Source: an optimization exercise on an open RTL-to-GDS flow (aim: small area). Production flows keep margins and buffers that such runs may drop. In this exercise RTL edits were held to simulation tests only and were not proved equivalent to the original. Power figures rest on the tool's default switching activity, not on a simulated workload.

### design/flow/config.mk
export PLATFORM = sky130hd
export DESIGN_NAME = pdm_codec
export DESIGN_NICKNAME = pdm_codec
export VERILOG_FILES = /design/flow/design.v
export SDC_FILE = /design/flow/constraint.sdc
export NUM_CORES = 4
export LEC_CHECK = 0
export CAP_MARGIN = 0
export CORE_MARGIN = 2
export CORE_UTILIZATION = 80
export SLEW_MARGIN = 0
### design/flow/flow/run.sh
#!/bin/bash
export BUFFER_PORTS_ARGS="-buffer_cell sky130_fd_sc_hd__buf_1"
export CTS_ARGS="-sink_clustering_enable -repair_clock_nets -dont_use_dummy_load -sink_clustering_size 16 -sink_clustering_max_diameter 50 -buf_list sky130_fd_sc_hd__clkbuf_8"
bash standard.sh > standard.log 2>&1
### design/flow/standard.sh
#!/bin/bash
# synth_recipe.tcl (not shown) runs the flow's synth.tcl, then flattens the netlist and writes it again
# the make line also repeats each setting of config.mk as NAME=value (left out here)
make -C /OpenROAD-flow-scripts/flow DESIGN_CONFIG=/design/flow/config.mk WORK_HOME=/design/flow/orfs CLKGATE_MAP_FILE= SYNTH_SCRIPT=/design/flow/synth_recipe.tcl "${@:-finish}"
### design/flow/design.v
module pdm_frame_encoder (
    input  wire         clk,
    input  wire         rst,
    input  wire [1:0]   enc_cmd,
    input  wire [447:0] enc_din,
    output reg          enc_ack,
    output reg          tx_valid,
    output reg  [7:0]   tx_data,
    output reg          enc_busy,
    output reg  [5:0]   enc_idx,
    output reg          enc_range_warn
);
    localparam [1:0] CMD_LOAD = 2'd1;
    localparam [1:0] CMD_EMIT = 2'd2;
    localparam [7:0] HEADER   = 8'hAA;
    reg [415:0] enc_set;
    reg [7:0]   enc_xor;
    wire [7:0] fbyte [0:63];
    assign fbyte[0] = HEADER;
    genvar c;
    generate
        for (c = 0; c < 8; c = c + 1) begin : g_rec
            assign fbyte[1 + 7*c + 0] = enc_set[52*c +  7 : 52*c +  0];
            assign fbyte[1 + 7*c + 1] = enc_set[52*c + 15 : 52*c +  8];
            assign fbyte[1 + 7*c + 2] = enc_set[52*c + 23 : 52*c + 16];
            assign fbyte[1 + 7*c + 3] = enc_set[52*c + 31 : 52*c + 24];
            assign fbyte[1 + 7*c + 4] = enc_set[52*c + 39 : 52*c + 32];
            assign fbyte[1 + 7*c + 5] = enc_set[52*c + 47 : 52*c + 40];
            assign fbyte[1 + 7*c + 6] = {4'h0, enc_set[52*c + 51 : 52*c + 48]};
        end
    endgenerate
    assign fbyte[57] = enc_xor ^ tx_data;
    assign fbyte[58] = 8'h00;
    assign fbyte[59] = 8'h00;
    assign fbyte[60] = 8'h00;
    assign fbyte[61] = 8'h00;
    assign fbyte[62] = 8'h00;
    assign fbyte[63] = 8'h00;
    reg din_valid;
    integer i;
    always @(*) begin
        din_valid = 1'b1;
        for (i = 0; i < 8; i = i + 1) begin
            if (enc_din[56*i +: 16] > 16'd16000)
                din_valid = 1'b0;
            if (enc_din[56*i + 16 +: 16] > 16'd50000)
                din_valid = 1'b0;
            if ($signed(enc_din[56*i + 32 +: 16]) < -16'sd400)
                din_valid = 1'b0;
            if ($signed(enc_din[56*i + 32 +: 16]) > 16'sd1250)
                din_valid = 1'b0;
            if (enc_din[56*i + 52 +: 4] != 4'h0)
                din_valid = 1'b0;
        end
    end
    reg [415:0] din_packed;
    integer k;
    always @(*)
        for (k = 0; k < 8; k = k + 1)
            din_packed[52*k +: 52] = enc_din[56*k +: 52];
    wire       load = (enc_cmd == CMD_LOAD) && !enc_busy;
    wire       emit = (enc_cmd == CMD_EMIT) && enc_busy;
    reg [7:0] cur_byte;
    integer b;
    always @(*) begin
        cur_byte = 8'h00;
        for (b = 0; b < 58; b = b + 1)
            cur_byte = cur_byte | (fbyte[b] & {8{enc_idx == b}});
    end
    wire       last = (enc_idx == 6'd57);
    always @(posedge clk) begin
        if (!enc_busy)
            enc_set <= din_packed;
        if (!enc_busy)
            enc_xor <= 8'h00;
        else
            enc_xor <= enc_xor ^ tx_data;
    end
    always @(posedge clk) begin
        if (rst) begin
            enc_busy       <= 1'b0;
            enc_idx        <= 6'd0;
            enc_range_warn <= 1'b0;
            enc_ack        <= 1'b0;
            tx_valid       <= 1'b0;
            tx_data        <= 8'h00;
        end else begin
            enc_ack  <= load;
            tx_valid <= emit;
            tx_data  <= emit ? cur_byte : 8'h00;
            if (load) begin
                enc_busy       <= 1'b1;
                enc_range_warn <= ~din_valid;
            end else if (emit) begin
                if (last) begin
                    enc_busy <= 1'b0;
                    enc_idx  <= 6'd0;
                end else begin
                    enc_idx  <= enc_idx + 6'd1;
                end
            end
        end
    end
endmodule
module pdm_frame_decoder #(
    parameter [31:0] LINK_TIMEOUT_MS = 32'd300
) (
    input  wire         clk,
    input  wire         rst,
    input  wire [1:0]   rx_cmd,
    input  wire [7:0]   rx_data,
    input  wire [31:0]  rx_dt_ms,
    output reg  [1:0]   rx_result,
    output reg  [447:0] snap_out,
    output wire         snap_valid,
    output reg          link_status,
    output wire [31:0]  snap_time_ms,
    output reg  [18:0]  total_current_ma,
    output reg  [15:0]  system_voltage_mv
);
    localparam [1:0] CMD_BYTE = 2'd1;
    localparam [1:0] CMD_TIME = 2'd2;
    localparam [1:0] RES_ACCEPTED  = 2'd0;
    localparam [1:0] RES_BADHEADER = 2'd1;
    localparam [1:0] RES_PENDING   = 2'd2;
    localparam [1:0] RES_CHECKSUM  = 2'd3;
    localparam [7:0] HEADER = 8'hAA;
    reg [455:0] win_n;         
    reg [5:0]   rx_cnt;
    reg [7:0]   win_xor;
    reg [415:0] snap_n;        
    reg         snap_none;     
    reg [31:0]  snap_time;
    reg [8:0]   silence_ms;    
    reg [31:0]  rx_clock_ms;
    wire [7:0] head    = ~win_n[7:0];
    wire is_byte = (rx_cmd == CMD_BYTE);
    wire is_time = (rx_cmd == CMD_TIME);
    wire full    = (rx_cnt == 6'd57);
    wire hdr_ok  = (head == HEADER);
    wire ck_ok   = (win_xor == rx_data);
    wire accept  = is_byte && full && hdr_ok && ck_ok;
    reg [415:0] parsed_n;
    integer c;
    always @(*)
        for (c = 0; c < 8; c = c + 1)
            parsed_n[52*c +: 52] = win_n[8 + 56*c +: 52];
    wire [9:0] silence_sum = {1'b0, silence_ms} + {1'b0, rx_dt_ms[8:0]};
    wire       timeout     = (|rx_dt_ms[31:9]) || (silence_sum > LINK_TIMEOUT_MS);
    always @(posedge clk) begin
        if (is_byte)
            win_n <= {~rx_data, win_n[455:8]};
        if (accept)
            snap_n <= parsed_n;
        if (accept)
            snap_time <= rx_clock_ms;
        if (accept)
            silence_ms <= 9'd0;
        else if (is_time)
            silence_ms <= silence_sum[8:0];
    end
    always @(posedge clk) begin
        if (rst) begin
            rx_cnt      <= 6'd0;
            win_xor     <= 8'h00;
            snap_none   <= 1'b1;
            link_status <= 1'b0;
            rx_clock_ms <= 32'd0;
            rx_result   <= RES_PENDING;
        end else begin
            rx_result <= RES_PENDING;
            if (is_byte) begin
                if (!full) begin
                    rx_cnt  <= rx_cnt + 6'd1;
                    win_xor <= win_xor ^ rx_data;
                end else if (accept) begin
                    snap_none   <= 1'b0;
                    link_status <= 1'b1;
                    rx_cnt      <= 6'd0;
                    win_xor     <= 8'h00;
                    rx_result   <= RES_ACCEPTED;
                end else begin
                    win_xor   <= win_xor ^ head ^ rx_data;
                    rx_result <= hdr_ok ? RES_CHECKSUM : RES_BADHEADER;
                end
            end
            if (is_time) begin
                rx_clock_ms <= rx_clock_ms + rx_dt_ms;
                if (timeout)
                    link_status <= 1'b0;
            end
        end
    end
    assign snap_valid   = ~snap_none;
    assign snap_time_ms = snap_none ? 32'd0 : snap_time;
    integer n;
    always @(*) begin
        snap_out = 448'd0;
        for (n = 0; n < 8; n = n + 1)
            snap_out[56*n +: 52] = ~(snap_n[52*n +: 52] | {52{snap_none}});
    end
    reg [7:0]  cand, hit;
    reg [15:0] win_vmax;
    integer i;
    always @(*) begin
        cand = 8'hFF;
        for (i = 15; i >= 0; i = i - 1) begin
            for (n = 0; n < 8; n = n + 1)
                hit[n] = cand[n] & ~parsed_n[52*n + i];
            win_vmax[i] = |hit;
            if (|hit)
                cand = hit;
        end
    end
    reg [15:0] vmax_n;         
    always @(posedge clk)
        if (accept)
            vmax_n <= ~win_vmax;
    always @(*)
        system_voltage_mv = ~(vmax_n | {16{snap_none}});
    function automatic [37:0] csa(input [18:0] a, input [18:0] b, input [18:0] c);
        begin
            csa[18:0]  = a ^ b ^ c;
            csa[37:19] = {(a[17:0] & b[17:0]) | (a[17:0] & c[17:0]) | (b[17:0] & c[17:0]), 1'b0};
        end
    endfunction
    wire [18:0] cur0 = {3'b000, ~snap_n[52*0 + 16 +: 16]};
    wire [18:0] cur1 = {3'b000, ~snap_n[52*1 + 16 +: 16]};
    wire [18:0] cur2 = {3'b000, ~snap_n[52*2 + 16 +: 16]};
    wire [18:0] cur3 = {3'b000, ~snap_n[52*3 + 16 +: 16]};
    wire [18:0] cur4 = {3'b000, ~snap_n[52*4 + 16 +: 16]};
    wire [18:0] cur5 = {3'b000, ~snap_n[52*5 + 16 +: 16]};
    wire [18:0] cur6 = {3'b000, ~snap_n[52*6 + 16 +: 16]};
    wire [18:0] cur7 = {3'b000, ~snap_n[52*7 + 16 +: 16]};
    wire [37:0] l1a = csa(cur0, cur1, cur2);
    wire [37:0] l1b = csa(cur3, cur4, cur5);
    wire [37:0] l2a = csa(l1a[18:0], l1a[37:19], l1b[18:0]);
    wire [37:0] l2b = csa(l1b[37:19], cur6, cur7);
    wire [37:0] l3  = csa(l2a[18:0], l2a[37:19], l2b[18:0]);
    wire [37:0] l4  = csa(l3[18:0], l3[37:19], l2b[37:19]);
    wire [18:0] cur_sum = l4[18:0] + l4[37:19];
    always @(*)
        total_current_ma = snap_none ? 19'd0 : cur_sum;
endmodule
module pdm_codec (
    input  wire         clk,
    input  wire         rst,
    input  wire [1:0]   enc_cmd,
    input  wire [447:0] enc_din,
    output wire         enc_ack,
    output wire         tx_valid,
    output wire [7:0]   tx_data,
    output wire         enc_busy,
    output wire [5:0]   enc_idx,
    output wire         enc_range_warn,
    input  wire [1:0]   rx_cmd,
    input  wire [7:0]   rx_data,
    input  wire [31:0]  rx_dt_ms,
    output wire [1:0]   rx_result,
    output wire [447:0] snap_out,
    output wire         snap_valid,
    output wire         link_status,
    output wire [31:0]  snap_time_ms,
    output wire [18:0]  total_current_ma,
    output wire [15:0]  system_voltage_mv
);
    pdm_frame_encoder u_enc (
        .clk            (clk),
        .rst            (rst),
        .enc_cmd        (enc_cmd),
        .enc_din        (enc_din),
        .enc_ack        (enc_ack),
        .tx_valid       (tx_valid),
        .tx_data        (tx_data),
        .enc_busy       (enc_busy),
        .enc_idx        (enc_idx),
        .enc_range_warn (enc_range_warn)
    );
    pdm_frame_decoder #(
        .LINK_TIMEOUT_MS (32'd300)
    ) u_dec (
        .clk               (clk),
        .rst               (rst),
        .rx_cmd            (rx_cmd),
        .rx_data           (rx_data),
        .rx_dt_ms          (rx_dt_ms),
        .rx_result         (rx_result),
        .snap_out          (snap_out),
        .snap_valid        (snap_valid),
        .link_status       (link_status),
        .snap_time_ms      (snap_time_ms),
        .total_current_ma  (total_current_ma),
        .system_voltage_mv (system_voltage_mv)
    );
endmodule
### design/flow/constraint.sdc
create_clock -name core_clock -period 15.0 [get_ports {clk}]
set_input_delay 3.0000 -clock core_clock [delete_from_list [all_inputs] [get_ports {clk}]]
set_output_delay 3.0000 -clock core_clock [all_outputs]
set_load 0.01 [all_outputs]
==> results of run 1 <==
==> cell families after synthesis <==
kind of cell    share of synthesized area (%)
mux                                    0.0578
compound gates                           8.46
buf+inv                                  2.59
simple gates                             8.35
fa+ha+maj                                4.89
flops                                    74.3
other cells                           0.00666
xor+xnor                                 1.34
==> qor.yml, run 1 <==
outcome:
  status: "aborted with a tool error"
  lastStage: "3_2_place_iop"
  tool.error: "[ERROR PPL-0024] Number of IO pins (1031) exceeds maximum number of available positions (970). Increase the die perimeter from 1077.00um to 1402.16um."
synthesis:
  ys_seq_area_share_pct: 74.3
  synthArstFlopShare_pct: 0
  syn_area_sq_um: 56300
  yosysWarnings: 2
  synth_cells: 3665
  synth_most_common_cell: "edfxtp_1"
  synth-main-ff-cell: "edfxtp_1"
  synth-seq-cells: 1421
  synth_edf_count: 1336
  ys_types: 88
  yosys.area.top_type: "edfxtp_1"
  yosys-top-cells-count: "edfxtp_1, nor2_1, inv_1"
  syn_avg_cell_area_sq_um: 15.4
  yosys.area.top_type_share_pct: 71.3
  synthTopCellsByArea: "edfxtp_1, nor2_1, fa_1, dfxtp_1, a22oi_1"
floorplanning:
  die_w_um: 269
  rows: 97
  die_h_um: 269
  initial_core_util_pct: 80.7
==> run 2: changes to the inputs <==
--- a/design/flow/config.mk
+++ b/design/flow/config.mk
@@ -6,6 +6,7 @@
 export NUM_CORES = 4
 export LEC_CHECK = 0
 export CAP_MARGIN = 0
+export CORE_ASPECT_RATIO = 3
 export CORE_MARGIN = 2
 export CORE_UTILIZATION = 80
 export SLEW_MARGIN = 0
==> run 2 against run 1 <==
The run again fails in 3_2_place_iop; area after synthesis did not move; synthesized cell count did not move.
==> qor.yml, run 2 <==
outcome:
  status: "aborted with a tool error"
  lastStage: "3_2_place_iop"
  tool.error: "[ERROR PPL-0024] Number of IO pins (1031) exceeds maximum number of available positions (1012). Increase the die perimeter from 1241.13um to 1402.16um."
synthesis:
  syn_area_sq_um: 56300
  synthTopCellsByArea: "edfxtp_1, nor2_1, fa_1, dfxtp_1, a22oi_1"
  synth_edf_count: 1336
  synth-main-ff-cell: "edfxtp_1"
  yosysWarnings: 2
  synthArstFlopShare_pct: 0
  ys_seq_area_share_pct: 74.3
  yosys.area.top_type_share_pct: 71.3
  synth_cells: 3665
  synth-seq-cells: 1421
  synth_most_common_cell: "edfxtp_1"
  yosys-top-cells-count: "edfxtp_1, nor2_1, inv_1"
  ys_types: 88
  yosys.area.top_type: "edfxtp_1"
  syn_avg_cell_area_sq_um: 15.4
floorplanning:
  die_w_um: 157
  initial_core_util_pct: 80.7
  die_h_um: 463
  rows: 168
==> run 2: cells by family after synthesis <==
logic type                 count (synthesis)  synth area share [%]
and+or+nand+nor                         1032                  8.35
AOI/OAI and AO/OA                        628                  8.46
other                                      1               0.00666
xor gates and xnor gates                  86                  1.34
adders and majority gates                162                  4.89
muxes                                      3                0.0578
DFF                                     1421                  74.3
buffers and inverters                    332                  2.59
==> run 3: changes to the inputs <==
==> design/flow/flow/run.sh (replaced) <==
#!/bin/bash
export BUFFER_PORTS_ARGS="-buffer_cell sky130_fd_sc_hd__buf_1"
export CTS_ARGS="-sink_clustering_enable -repair_clock_nets -dont_use_dummy_load -sink_clustering_size 18 -sink_clustering_max_diameter 50 -buf_list sky130_fd_sc_hd__clkbuf_8"
bash standard.sh > standard.log 2>&1
--- a/design/flow/config.mk
+++ b/design/flow/config.mk
@@ -6,7 +6,6 @@
 export NUM_CORES = 4
 export LEC_CHECK = 0
 export CAP_MARGIN = 0
-export CORE_ASPECT_RATIO = 3
 export CORE_MARGIN = 2
-export CORE_UTILIZATION = 80
+export CORE_UTILIZATION = 70
 export SLEW_MARGIN = 0
==> run 3 against run 2 <==
Area after synthesis unchanged; now clean on timing, DRC and antenna; synthesized cell count unchanged.
==> qor.yml, run 3 <==
outcome:
  status: "no timing/DRC/antenna violations"
synthesis:
  synth_cells: 3665
  synth-main-ff-cell: "edfxtp_1"
  yosys.area.top_type_share_pct: 71.3
  synth-seq-cells: 1421
  synthTopCellsByArea: "edfxtp_1, nor2_1, fa_1, dfxtp_1, a22oi_1"
  syn_area_sq_um: 56300
  synthArstFlopShare_pct: 0
  ys_types: 88
  ys_seq_area_share_pct: 74.3
  syn_avg_cell_area_sq_um: 15.4
  yosys.area.top_type: "edfxtp_1"
  yosys-top-cells-count: "edfxtp_1, nor2_1, inv_1"
  synth_most_common_cell: "edfxtp_1"
  yosysWarnings: 2
  synth_edf_count: 1336
detailed_routing:
  drtAntennaViolNets: 0
  vias_per_cell: 6.99
  dr.pass1.iters: 8
  route.detailed.wl_per_inst_um: 37.1
  post-route-drc-count: 0
  routed_wl_um: 216000
  via_count: 40700
  drt_iter0_drc: 7201
clock_tree:
  cts_buffers: 110
  h-tree-depth: 3
  clkSlewWorstSetupHoldPaths_ps: 110
  cts_buffer_depth: 3
  cts.sinks: 1421
  cts_root_buffer: "clkbuf_8"
  postCtsResizedCells: 0
  clk_latency_ps: 830
  cts_tree: "done"
  cts_setup_buffers: 0
  cts.hold.buffers_added: 0
layout:
  drive_gt1_share_pct: 4.51
  reg_top3: "u_dec.win_n (456), u_dec.snap_n (416), u_enc.enc_set (416)"
  final_common_cell: "edfxtp_1"
  nNetsFinal: 5377
  final_cells: 5817
  syn_to_final_growth_pct: 11.5
  largest_reg_flops: 456
  final_cell_mix: "edfxtp_1, buf_1, nor2_1, inv_1, nand2_1"
  top_register: "u_dec.win_n"
  nFillCells: 4223
floorplanning:
  num_io_pins: 1031
  die_h_um: 288
  core_sq_um: 79300
  initial_core_util_pct: 71.0
  die-area_sq_um: 82700
  rows: 103
  die_w_um: 288
sta:
  fin_worst_skew_ps: 113
  max_freq_mhz: 72.3
  worstMarginPinSlew_ps: 1300
  rsz0062_at_grt: "no"
  fin_crit_ps: 13830
  relSlewSlack_pct: 13.6
  setup_viol: 0
  report.final.slew_viol_count: 0
  finalHoldViolCount: 0
  finalCritPeriodShare_pct: 92.2
  fin_tns_setup_ps: 0
pwr:
  power_density_nw_per_um2: 109
  peakVddDrop_mv: 0.119
  total_leakage_power_nw: 21.2
place:
  gp_congestion: 1.13
  dp.cells: 5659
  hpwl_um: 168000
  numPortBuffers: 998
setup_path:
  reg2reg_setup_slack_ps: 1170
  path_max_fanout: 15
  crit_top_cell: "a221o_1"
  end_kind: "register"
  worstSetupPathType: "register to register"
  cp.required_ps: 15460
  cp_slowest_cell: "a222oi_1"
  critPathArrivalTime_ps: 14290
  crit_path_max_incr_delay_ps: 750
  startpoint_type: "register"
grt:
  grt_pass1_vias: 38200
  grt_pass1_wl_um: 286000
  grtUsageTotal_pct: 51.6
  antenna_found_initial: 62
  grt_max_degree: 179
  overflow: 0
job:
  drv_cap: 0
worst_hold_path:
  hp-class: "register to register"
[run 3: layout make-up]
cell class                      instances  area (sq um)  area share (%)
Timing Repair Buffer                 1042          4090            6.51
Clock buffer                          110          1510            2.41
Inverter                              203           772            1.23
Multi-Input combinational cell       1943         13100            20.9
Tap cell                             1050          1310            2.09
Antenna cell                           48           120           0.191
Sequential cell                      1421         41800            66.6
[run 3: final timing paths]
kind / startpoint / end / cells past startpoint
max: u_dec.win_n[23] / u_dec.vmax_n[0] / 43
max reg2reg: u_dec.win_n[23] / u_dec.vmax_n[0] / 43
min: u_dec.win_n[452] / u_dec.win_n[444] / 0
min reg2reg: u_dec.win_n[452] / u_dec.win_n[444] / 0
[run 3: power breakdown]
part	switching, mW	internal [mW]
registers	0.128	4.51
logic	0.284	0.137
clock network	1.16	0.652
[run 3: logic make-up (layout without fill, tap and decap cells)]
kind of cell | count (synthesis) | count (layout) | synth area share (%)
AO/OA/AOI/OAI | 628 | 628 | 8.46
AND/OR/NAND/NOR | 1032 | 1032 | 8.35
multiplexers | 3 | 3 | 0.0578
other | 1 | 80 | 0.00666
flip-flops | 1421 | 1421 | 74.3
XOR/XNOR | 86 | 86 | 1.34
buffers and inverters | 332 | 1355 | 2.59
adder cells (fa/ha/maj) | 162 | 162 | 4.89
[run 3: stage by stage]
stage | worst slack (ps) | util (%) | hold slack, ps | area, sq um | power (mW)
floorplan | 4270 | - | 400 | 56400 | 4.93
global placement | 1560 | 77.2 | 400 | 61100 | 5.09
detailed placement | 1480 | 77.2 | 405 | 61100 | 5.11
CTS | 1400 | 79.1 | 405 | 62700 | 6.81
global route | 401 | 79.2 | 402 | 62700 | 6.99
finish | 1170 | 79.2 | 410 | 62800 | 6.87
[run 3: worst max-delay path: cells and delay by family, from the launching register on]
| kind | cells | cell delay [ps] |
|---|---|---|
| and+or+nand+nor | 11 | 3100 |
| DFF | 1 | 590 |
| buffers and inverters | 1 | 180 |
| AOI/OAI and AO/OA | 31 | 9630 |
[run 3: routing by layer]
metal	up-vias	part of all wire, %	global-route usage, %
li1	15700	-	-
met1	19200	28	59.2
met2	4486	44	77.1
met3	1213	15	16.9
met4	22	12	48.1
met5	-	0.070	0.0581

separate check: timing with driven ports:
No port has a modelled driver above. Below, the same layout with a new extraction and two added sets of constraints.
Step 1 assumes that a clkbuf_16 drives the clock port and a buf_2 every other input.
Step 2, shift: input delay + t, output delay - t, t = (earliest + latest rising clock arrival at the registers) / 2. This alone moves slack from input paths to output paths.
Slacks: ideal ports / drivers / drivers and shift; pairs: ideal ports / drivers.
run: run 3
shift t [ns]: 0.840
setup slack, ns: 1.170 / 1.170 / 1.170
cell pins on the clock port's net: 1
After both steps setup and hold are still met in run 3. For run 3, drivers alone change the setup slack by 0.000 ns; drivers and shift together by 0.000 ns.
